This design comes from an exercise in tuning for small area, a short achievable clock period and few clock cycles on the open sky130 flow, not from production work.
Only simulation tests tie the RTL to the original design; equivalence was not proved.
No activity file was given, so power comes from the tool's default toggle rates.

==> willow <==
==> flow/design.v (excerpt) <==
module ncb (
    input  wire         clk,
    input  wire         rst,
    input  wire         cmd_valid,
    input  wire [31:0]  cmd_word,
    output wire         cmd_ready,
    input  wire [5:0]   host_addr,
    input  wire         host_we,
    input  wire [7:0]   host_wdata,
    output reg  [7:0]   host_rdata,
    output wire [7:0]   status,
    output wire         tr_valid,
    output wire [6:0]   tr_sa,
    output wire [4:0]   tr_wlen,
    output wire [127:0] tr_wdata,
    output wire [4:0]   tr_rlen,
    input  wire         tr_done,
    input  wire         tr_err,
    input  wire [127:0] tr_rdata
);
    localparam [7:0] OP_NOP       = 8'h00, OP_CLRST     = 8'h01,
                     OP_XWR       = 8'h10, OP_XRD       = 8'h11,
                     OP_XCMD      = 8'h12, OP_XRDRAW    = 8'h13,
                     OP_BCDDEC    = 8'h20, OP_BCDENC    = 8'h21,
                     OP_TIMEDEC   = 8'h30, OP_TIMEENC   = 8'h31,
                     OP_CLKDEC    = 8'h32, OP_CLKENC    = 8'h33,
                     OP_DATEDEC   = 8'h34, OP_DATEENC   = 8'h35,
                     OP_AL1ENC    = 8'h36, OP_AL2ENC    = 8'h37,
                     OP_ALENTEST  = 8'h38, OP_ALENABLE  = 8'h39,
                     OP_ALDISABLE = 8'h3A, OP_ALFIRED   = 8'h3B,
                     OP_CRCINIT   = 8'h40, OP_CRCBYTE   = 8'h41,
                     OP_CRC8      = 8'h42, OP_CRCVFY    = 8'h43,
                     OP_FRMPAIR   = 8'h44, OP_FRMSER    = 8'h45;
    localparam [2:0] E_NONE = 3'd0, E_BUS = 3'd1, E_CHK = 3'd2,
                     E_VAL = 3'd3, E_ILL = 3'd4;
    function [7:0] dec;                   
        input [7:0] x;
        dec = {1'b0, x[7:4], 3'd0} + {3'd0, x[7:4], 1'b0} + {4'd0, x[3:0]};
    endfunction
    function mal;
        input [7:0] x;
        mal = (x[7:4] > 4'd9) || (x[3:0] > 4'd9);
    endfunction
    function [7:0] enc;                   
        input [6:0] v;
        reg [3:0] t, k;
        begin
            t = (v >= 7'd90) ? 4'd9 : (v >= 7'd80) ? 4'd8 : (v >= 7'd70) ? 4'd7 :
                (v >= 7'd60) ? 4'd6 : (v >= 7'd50) ? 4'd5 : (v >= 7'd40) ? 4'd4 :
  ...
==> flow/config.mk <==
export PLATFORM = sky130hd
export DESIGN_NAME = ncb
export DESIGN_NICKNAME = ncb
export VERILOG_FILES = /design/flow/design.v
export SDC_FILE = /design/flow/constraint.sdc
export NUM_CORES = 4
export LEC_CHECK = 0
export CAP_MARGIN = 20
export CORE_MARGIN = 2
export CORE_UTILIZATION = 25
export PLACE_DENSITY = 0.35
export SETUP_SLACK_MARGIN = 4.0
export SLEW_MARGIN = 20
==> flow/constraint.sdc <==
create_clock -name core_clock -period 10.0 [get_ports {clk}]
set_input_delay 2.0000 -clock core_clock [delete_from_list [all_inputs] [get_ports {clk}]]
set_output_delay 2.0000 -clock core_clock [all_outputs]
set_load 0.01 [all_outputs]
standard.sh (not shown) runs the stock make flow with config.mk's settings and CLKGATE_MAP_FILE= SYNTH_SCRIPT=/design/flow/synth_recipe.tcl, a recipe that flattens the netlist after the stock synthesis.
==> flow/flow/run.sh <==
#!/bin/bash
# The standard layout, with the port buffers that ORFS inserts during global
# placement made from the smallest plain buffer (buf_1) instead of ORFS's
# default pick; the resizer still upsizes any of them that timing needs.
set -euo pipefail
export BUFFER_PORTS_ARGS="-buffer_cell sky130_fd_sc_hd__buf_1"
bash standard.sh > standard.log 2>&1
==> nickel (differences from willow) <==
--- a/flow/design.v
+++ b/flow/design.v
@@ -68,24 +68,23 @@
     reg [7:0]  B [0:15];
     reg [7:0]  V [0:7];
     reg [15:0] W0, W1;
     reg [31:0] SN;
     reg [7:0]  CRC;
     reg [2:0]  st_err;
     reg        st_mal, st_flag, st_fv0, st_fv1, st_stk;
     reg        xfer, crun;                
-    reg [6:0]  r_sa;
-    reg [4:0]  t_wlen, r_n;
-    reg [7:0]  r_a, t_b1;
-    wire [7:0] c_acc = r_a;
-    wire [3:0] c_ptr = r_sa[3:0];
-    wire [4:0] c_cnt = r_n;
-    wire       c_vfy = r_sa[4];
-    wire [4:0] t_rlen = r_n;
+    reg [6:0]  t_sa;
+    reg [4:0]  t_wlen, t_rlen;
+    reg [7:0]  t_b0, t_b1;
+    reg [7:0]  c_acc;
+    reg [3:0]  c_ptr;
+    reg [4:0]  c_cnt;
+    reg        c_vfy;
     wire idle = !xfer && !crun;
     assign cmd_ready = idle;
     assign status    = {st_stk, st_fv1, st_fv0, st_flag, st_mal, st_err};
     wire take = idle && cmd_valid;                  
     wire hwr  = idle && !cmd_valid && host_we;      
     wire [31:0] w    = cmd_word;
     wire [7:0]  op   = w[31:24];
     wire [4:0]  f_n  = w[4:0];
@@ -229,18 +228,17 @@
             OP_CRCVFY:   bad = crcvfy_bad;
             OP_FRMPAIR, OP_FRMSER: bad = f_br > 4'd10;
             default:     bad = 1'b0;
         endcase
     end
     wire go = legal && !bad;                        
     wire chk_err = is_frm && !(ok0 && ok1);
     wire [2:0] c_err = !legal ? E_ILL : bad ? E_VAL : chk_err ? E_CHK : E_NONE;
-    wire is_xop = is_xwr || is_xrd || is_xcmd || is_xraw;
-    wire x_go   = go && is_xop;
+    wire x_go   = go && (is_xwr || is_xrd || is_xcmd || is_xraw);
     wire cr_go  = go && (is_crc8 || is_cvfy) && (f_p != 8'd0);
     reg [7:0] fe [0:6];
     reg [2:0] flen;
     always @* begin
         for (i = 0; i < 7; i = i + 1) fe[i] = 8'd0;
         flen = 3'd0;
         if (is_denc) begin
             fe[0] = ev3; fe[1] = ev4; fe[2] = ev5; fe[3] = ev6;
@@ -288,21 +286,21 @@
     end
     wire [4:0] fend = {1'b0, f_br} + {2'b0, flen};
     reg [15:0] fw_en;
     always @* begin
         for (i = 0; i < 16; i = i + 1)
             fw_en[i] = fw && (i[4:0] >= {1'b0, f_br}) && (i[4:0] < fend);
     end
     assign tr_valid = xfer;
-    assign tr_sa    = r_sa;
+    assign tr_sa    = t_sa;
     assign tr_wlen  = t_wlen;
     assign tr_rlen  = t_rlen;
     assign tr_wdata = {B[14], B[13], B[12], B[11], B[10], B[9], B[8], B[7],
-                       B[6], B[5], B[4], B[3], B[2], B[1], t_b1, r_a};
+                       B[6], B[5], B[4], B[3], B[2], B[1], t_b1, t_b0};
     wire rd_ok = xfer && tr_done && !tr_err;
     always @* begin
         host_rdata = 8'h00;
         if (host_addr < 6'h10)       host_rdata = B[host_addr[3:0]];
         else if (host_addr < 6'h18)  host_rdata = V[host_addr[2:0]];
         else case (host_addr)
             6'h18: host_rdata = W0[15:8];
             6'h19: host_rdata = W0[7:0];
@@ -382,23 +380,22 @@
                 st_stk <= 1'b1;
             end
             if (take && x_go) xfer <= 1'b1;
             if (xfer && tr_done) xfer <= 1'b0;
             if (take && cr_go && !c_last) crun <= 1'b1;
             if (crun && c_last) crun <= 1'b0;
         end
         if (take) begin
+            t_sa   <= w[22:16];
             t_wlen <= is_xwr ? f_n + 5'd1 : is_xrd ? 5'd1 : is_xcmd ? 5'd2 : 5'd0;
+            t_rlen <= (is_xrd || is_xraw) ? f_n : 5'd0;
+            t_b0   <= w[15:8];
             t_b1   <= is_xcmd ? w[7:0] : B[0];
+            c_vfy  <= is_cvfy;
         end
-        if (take && is_xop) begin
-            r_sa <= w[22:16];
-            r_n  <= (is_xrd || is_xraw) ? f_n : 5'd0;
-            r_a  <= w[15:8];
-        end else if (take || crun) begin
-            r_sa[3:0] <= sh + 4'd2;
-            r_sa[4]   <= crun ? c_vfy : is_cvfy;
-            r_n       <= c_rem - 5'd2;
-            r_a       <= c2;
+        if (take || crun) begin
+            c_acc <= c2;
+            c_ptr <= sh + 4'd2;
+            c_cnt <= c_rem - 5'd2;
         end
     end
 endmodule
==> flow/run.sh (new file) <==
#!/bin/bash
# synth_recipe.tcl (not shown) runs the flow's synth.tcl, then flattens the netlist and writes it again
# the make line also repeats each setting of config.mk as NAME=value (left out here)
make -C /OpenROAD-flow-scripts/flow DESIGN_CONFIG=/design/flow/config.mk WORK_HOME=/design/flow/orfs CLKGATE_MAP_FILE= SYNTH_SCRIPT=/design/flow/synth_recipe.tcl finish
- CORE_UTILIZATION: 25 -> 45
- PLACE_DENSITY: 0.35 -> 0.6
- SETUP_SLACK_MARGIN: 4.0 -> 4.5
removed: flow/flow/run.sh
removed: flow/standard.sh
==> amber (differences from willow) <==
--- a/flow/design.v
+++ b/flow/design.v
@@ -47,16 +47,37 @@
         begin
             t = (v >= 7'd90) ? 4'd9 : (v >= 7'd80) ? 4'd8 : (v >= 7'd70) ? 4'd7 :
                 (v >= 7'd60) ? 4'd6 : (v >= 7'd50) ? 4'd5 : (v >= 7'd40) ? 4'd4 :
                 (v >= 7'd30) ? 4'd3 : (v >= 7'd20) ? 4'd2 : (v >= 7'd10) ? 4'd1 : 4'd0;
             k = {t[2:0], 1'b0} + {t[0], 3'b0};      
             enc = {t, v[3:0] - k};
         end
     endfunction
+    function [4:0] lim16;                 
+        input [3:0] b;
+        integer k;
+        begin
+            lim16 = 5'd16;
+            for (k = 1; k < 16; k = k + 1)
+                if (b == k) lim16 = 16 - k;
+        end
+    endfunction
+    function gt5;                         
+        input [4:0] a;
+        input [4:0] b;
+        integer k;
+        reg g;
+        begin
+            g = 1'b0;
+            for (k = 0; k < 5; k = k + 1)
+                g = (a[k] & ~b[k]) | ((a[k] | ~b[k]) & g);
+            gt5 = g;
+        end
+    endfunction
     function [7:0] crc_step;
         input [7:0] c;
         input [7:0] x;
         integer k;
         reg [7:0] r;
         begin
             r = c ^ x;
             for (k = 0; k < 8; k = k + 1)
@@ -185,19 +206,20 @@
     wire al1_mode_ok = (f_p == 8'h0F) || (f_p == 8'h0E) || (f_p == 8'h0C) ||
                        (f_p == 8'h08) || (f_p == 8'h00) || (f_p == 8'h10);
     wire al2_mode_ok = (f_p == 8'h07) || (f_p == 8'h06) || (f_p == 8'h04) ||
                        (f_p == 8'h00) || (f_p == 8'h10);
     wire day_ok = f_p[4] ? wday_ok : date_ok;
     wire [6:0] eday = f_p[4] ? (ev3[6:0] | 7'h40) : ev4[6:0];
     wire       p1   = (f_p == 8'd1);
     wire [7:0] sel  = p1 ? 8'h01 : 8'h02;
-    wire [8:0] crc8_end   = {5'd0, f_br} + {1'b0, f_p};
-    wire       crc8_bad   = (f_p > 8'd16) || (crc8_end > 9'd16);
-    wire       crcvfy_bad = (f_p > 8'd15) || (crc8_end > 9'd15);
+    wire [4:0] lim8 = lim16(f_br);
+    wire [4:0] limv = {1'b0, ~f_br};
+    wire       crc8_bad   = (f_p[7:5] != 3'd0) || gt5(f_p[4:0], lim8);
+    wire       crcvfy_bad = (f_p[7:5] != 3'd0) || gt5(f_p[4:0], limv);
     wire [7:0] c_in = crun ? c_acc : (is_cbyte ? CRC : 8'hFF);
     wire [7:0] l1a  = crc_step(8'h00, fb[0]);
     wire [7:0] l2a  = crc_step(l1a, fb[1]);
     wire [7:0] l2b  = crc_step(crc_step(8'h00, fb[3]), fb[4]);
     wire [7:0] k1   = crc_step(c_in, 8'h00);
     wire [7:0] c1   = l1a ^ k1;
     wire [7:0] c2   = l2a ^ crc_step(k1, 8'h00);
     wire [7:0] kff  = crc_step(crc_step(8'hFF, 8'h00), 8'h00);
@@ -281,76 +303,106 @@
             if (i < 4)        g3[i] = g2[i];
             else if (i >= 10) g3[i] = g2[i - 4];
             else              g3[i] = f_br[2] ? g2[i - 4] : g2[i];
         for (i = 0; i < 16; i = i + 1)
             if (i < 8)        g4[i] = g3[i];
             else if (i >= 14) g4[i] = g3[i - 8];
             else              g4[i] = f_br[3] ? g3[i - 8] : g3[i];
     end
-    wire [4:0] fend = {1'b0, f_br} + {2'b0, flen};
-    reg [15:0] fw_en;
-    always @* begin
-        for (i = 0; i < 16; i = i + 1)
-            fw_en[i] = fw && (i[4:0] >= {1'b0, f_br}) && (i[4:0] < fend);
-    end
+    wire [6:0]  fpat  = is_tenc ? 7'h7F : (is_denc || is_al1) ? 7'h0F :
+                        (is_cenc || is_al2) ? 7'h07 : 7'h00;
+    wire [22:0] fwin  = {16'd0, fpat} << f_br;
+    wire [15:0] fw_en = (take && go) ? fwin[15:0] : 16'd0;
     assign tr_valid = xfer;
     assign tr_sa    = r_sa;
     assign tr_wlen  = t_wlen;
     assign tr_rlen  = t_rlen;
     assign tr_wdata = {B[14], B[13], B[12], B[11], B[10], B[9], B[8], B[7],
                        B[6], B[5], B[4], B[3], B[2], B[1], t_b1, r_a};
     wire rd_ok = xfer && tr_done && !tr_err;
-    always @* begin
-        host_rdata = 8'h00;
-        if (host_addr < 6'h10)       host_rdata = B[host_addr[3:0]];
-        else if (host_addr < 6'h18)  host_rdata = V[host_addr[2:0]];
-        else case (host_addr)
-            6'h18: host_rdata = W0[15:8];
-            6'h19: host_rdata = W0[7:0];
-            6'h1A: host_rdata = W1[15:8];
-            6'h1B: host_rdata = W1[7:0];
-            6'h1C: host_rdata = SN[31:24];
-            6'h1D: host_rdata = SN[23:16];
-            6'h1E: host_rdata = SN[15:8];
-            6'h1F: host_rdata = SN[7:0];
-            6'h20: host_rdata = CRC;
-            6'h21: host_rdata = status;
-            default: host_rdata = 8'h00;
-        endcase
-    end
+    function [7:0] sel4;
+        input [1:0] s;
+        input [7:0] a, b, c, d;
+        sel4 = s[1] ? (s[0] ? d : c) : (s[0] ? b : a);
+    endfunction
+    wire [1:0] ha0 = host_addr[1:0], ha1 = host_addr[3:2], ha2 = host_addr[5:4];
+    wire [7:0] hg_b0 = sel4(ha0, B[0],  B[1],  B[2],  B[3]);
+    wire [7:0] hg_b1 = sel4(ha0, B[4],  B[5],  B[6],  B[7]);
+    wire [7:0] hg_b2 = sel4(ha0, B[8],  B[9],  B[10], B[11]);
+    wire [7:0] hg_b3 = sel4(ha0, B[12], B[13], B[14], B[15]);
+    wire [7:0] hg_v0 = sel4(ha0, V[0],  V[1],  V[2],  V[3]);
+    wire [7:0] hg_v1 = sel4(ha0, V[4],  V[5],  V[6],  V[7]);
+    wire [7:0] hg_w  = sel4(ha0, W0[15:8], W0[7:0], W1[15:8], W1[7:0]);
+    wire [7:0] hg_s  = sel4(ha0, SN[31:24], SN[23:16], SN[15:8], SN[7:0]);
+    wire [7:0] hg_c  = sel4(ha0, CRC, status, 8'h00, 8'h00);
+    wire [7:0] hh_b  = sel4(ha1, hg_b0, hg_b1, hg_b2, hg_b3);
+    wire [7:0] hh_v  = sel4(ha1, hg_v0, hg_v1, hg_w, hg_s);
+    wire [7:0] hh_c  = sel4(ha1, hg_c, 8'h00, 8'h00, 8'h00);
+    always @* host_rdata = sel4(ha2, hh_b, hh_v, hh_c, 8'h00);
     wire tdec_go = take && go && is_tdec;
     wire cdec_go = take && go && is_cdec;
     wire ddec_go = take && go && is_ddec;
     wire bdec_go = take && go && is_bdec;
+    reg [7:0] v_host, v_bcd;
+    reg [7:0] v_we;
+    reg [7:0] v_wd [0:7];
+    wire      tc_go = tdec_go || cdec_go;
+    always @* begin
+        for (i = 0; i < 8; i = i + 1) begin
+            v_host[i] = hwr && (host_addr == 6'h10 + i);
+            v_bcd[i]  = bdec_go && (f_vr[2:0] == i);
+        end
+        v_we[0] = v_host[0] || v_bcd[0] || tc_go;
+        v_wd[0] = ({8{v_host[0]}} & host_wdata) | ({8{v_bcd[0] || tc_go}} & d0);
+        v_we[1] = v_host[1] || v_bcd[1] || tc_go;
+        v_wd[1] = ({8{v_host[1]}} & host_wdata) | ({8{v_bcd[1]}} & d0) | ({8{tc_go}} & d1);
+        v_we[2] = v_host[2] || v_bcd[2] || tc_go;
+        v_wd[2] = ({8{v_host[2]}} & host_wdata) | ({8{v_bcd[2]}} & d0) | ({8{tc_go}} & d2h);
+        v_we[3] = v_host[3] || v_bcd[3] || tdec_go || ddec_go;
+        v_wd[3] = ({8{v_host[3]}} & host_wdata) | ({8{v_bcd[3] || ddec_go}} & d0) |
+                  ({8{tdec_go}} & d3);
+        v_we[4] = v_host[4] || v_bcd[4] || tdec_go || ddec_go;
+        v_wd[4] = ({8{v_host[4]}} & host_wdata) | ({8{v_bcd[4]}} & d0) |
+                  ({8{ddec_go}} & d1) | ({8{tdec_go}} & d4);
+        v_we[5] = v_host[5] || v_bcd[5] || tdec_go || ddec_go;
+        v_wd[5] = ({8{v_host[5]}} & host_wdata) | ({8{v_bcd[5]}} & d0) |
+                  ({8{ddec_go}} & d2m) | ({8{tdec_go}} & d5m);
+        v_we[6] = v_host[6] || v_bcd[6] || tdec_go || ddec_go;
+        v_wd[6] = ({8{v_host[6]}} & host_wdata) | ({8{v_bcd[6]}} & d0) |
+                  ({8{ddec_go}} & d3) | ({8{tdec_go}} & d6);
+        v_we[7] = v_host[7] || v_bcd[7];
+        v_wd[7] = ({8{v_host[7]}} & host_wdata) | ({8{v_bcd[7]}} & d0);
+    end
+    reg [15:0] b_sb, b_tr;
+    reg [15:0] b_we;
+    reg [7:0]  b_wd [0:15];
+    always @* begin
+        for (i = 0; i < 16; i = i + 1) begin
+            b_sb[i] = sb_go && (sb_a == i);
+            b_tr[i] = rd_ok && (i < t_rlen);
+            b_we[i] = b_sb[i] || b_tr[i] || fw_en[i];
+            b_wd[i] = ({8{b_sb[i]}} & sb) | ({8{b_tr[i]}} & tr_rdata[8*i +: 8]) |
+                      ({8{fw_en[i]}} & g4[i]);
+        end
+    end
     always @(posedge clk) begin
         if (rst) begin
             for (i = 0; i < 16; i = i + 1) B[i] <= 8'h00;
             for (i = 0; i < 8;  i = i + 1) V[i] <= 8'h00;
             W0 <= 16'h0000;  W1 <= 16'h0000;  SN <= 32'h0;  CRC <= 8'hFF;
             st_err <= 3'd0; st_mal <= 1'b0; st_flag <= 1'b0;
             st_fv0 <= 1'b0; st_fv1 <= 1'b0; st_stk <= 1'b0;
             xfer <= 1'b0; crun <= 1'b0;
         end else begin
             for (i = 0; i < 16; i = i + 1) begin
-                if (sb_go && sb_a == i)               B[i] <= sb;
-                else if (rd_ok && i < t_rlen)         B[i] <= tr_rdata[8*i +: 8];
-                else if (fw_en[i])                    B[i] <= g4[i];
-            end
-            if (hwr && host_addr[5:3] == 3'b010) V[host_addr[2:0]] <= host_wdata;
-            if (tdec_go || cdec_go) begin
-                V[0] <= d0; V[1] <= d1; V[2] <= d2h;
-            end
-            if (tdec_go) begin
-                V[3] <= d3; V[4] <= d4; V[5] <= d5m; V[6] <= d6;
-            end
-            if (ddec_go) begin
-                V[3] <= d0; V[4] <= d1; V[5] <= d2m; V[6] <= d3;
+                if (b_we[i]) B[i] <= b_wd[i];
             end
-            if (bdec_go) V[f_vr[2:0]] <= d0;
+            for (i = 0; i < 8; i = i + 1)
+                if (v_we[i]) V[i] <= v_wd[i];
             if (hwr && host_addr == 6'h20) CRC <= host_wdata;
             if (take && legal && is_cinit) CRC <= 8'hFF;
             if (take && legal && is_cbyte) CRC <= c1;
             if (take && go && (is_crc8 || is_cvfy)) begin
                 if (f_p == 8'd0) CRC <= 8'hFF;
                 else if (c_last) CRC <= c_res;
             end
             if (crun && c_last) CRC <= c_res;
- ABC_AREA: unset -> 1
- CORE_UTILIZATION: 25 -> 30
- PLACE_DENSITY: 0.35 -> 0.4
- SETUP_SLACK_MARGIN: 4.0 -> 4.3
==> summary.txt <==
Run status: nickel timing/DRC/antenna clean; amber timing/DRC/antenna clean; willow timing/DRC/antenna clean
Post-route cell area: nickel 44,700 µm²; amber 39,000 µm²; willow 39,600 µm²
Most frequent standard cell in the layout excluding fill and tap cells: nickel nor2_1; amber nand2_1; willow nor2_1
Number of nets in the final layout: nickel 4,694; amber 5,758; willow 4,667
Dominant cell by count in the synthesized netlist: nickel nor2_1; amber nand2_1; willow nor2_1
Inverter count: nickel 145; amber 644; willow 121
Count of inserted antenna diode cells: nickel 4; amber 6; willow 3
Worst hold slack across all endpoints: nickel 464 ps; amber 450 ps; willow 478 ps
First-pass iteration count of the detailed router: nickel 10; amber 7; willow 6
Post-synthesis cell type count: nickel 113; amber 71; willow 105
Met1 Usage GRT: nickel 0.632; amber 0.576; willow 0.453
Standard-cell rows: nickel 97; amber 116; willow 128
CTS sink count: nickel 325; amber 307; willow 307
Mux contribution to synthesized area: nickel 0.168; amber 0.00133; willow 0.133
HP Start: nickel SN[9]$_SDFFE_PP0P_; amber SN[21]$_SDFFE_PP0P_; willow SN[23]$_SDFFE_PP0P_
Sequential power share: nickel 0.309; amber 0.289; willow 0.290
Starting density of the core: nickel 0.453; amber 0.302; willow 0.253
Sequential fraction of the synthesis area: nickel 0.242; amber 0.215; willow 0.231
Tapcell Cnt: nickel 940; amber 1,298; willow 1,625
Sequential cell area: nickel 7660 µm²; amber 6480 µm²; willow 7120 µm²
Total combinational power: nickel 0.00164 W; amber 0.00160 W; willow 0.00181 W
Clock Power Share: nickel 0.344; amber 0.355; willow 0.338
Drt wl/cell: nickel 35.5 µm; amber 33.8 µm; willow 37.8 µm
Testbench counts of willow, summed over its fixed seeds: cycles 23,374.
Testbench counts of nickel, summed over its fixed seeds: cycles 23,374.
Testbench counts of amber, summed over its fixed seeds: cycles 23,374.

-- what the ideal ports hide --
The flow's constraints put no driver on any port. The routed layouts listed below were extracted and timed again, unchanged, in two steps.
Step 1 (the two cells are an assumption about what drives the block):
set clk [get_ports {clk}]
set_driving_cell -lib_cell sky130_fd_sc_hd__clkbuf_16 $clk
set_driving_cell -lib_cell sky130_fd_sc_hd__buf_2 [delete_from_list [all_inputs] $clk]
Step 2 times the ports against the registers' clock, not the clock port: input delays grow and output delays shrink by t, the midpoint of the rising clock arrivals with the driver on.
Slacks: ideal ports / drivers / drivers and shift; pairs: ideal ports / drivers.
run | t, ns | slack for setup (ns) | worst setup path after step 2 | clock arrival spread, ns | pins driven straight from the clock port
willow | 0.692 | 3.994 / 3.944 / 3.303 | input to register | 0.050 / 0.050 | 1
nickel | 0.681 | 4.081 / 3.811 / 3.342 | input to register | 0.022 / 0.021 | 1
amber | 0.699 | 3.966 / 3.904 / 3.612 | input to register | 0.034 / 0.034 | 1
After both steps setup and hold are still met in every run listed. For nickel, which loses most, drivers alone change the setup slack by -0.270 ns; drivers and shift together by -0.739 ns.
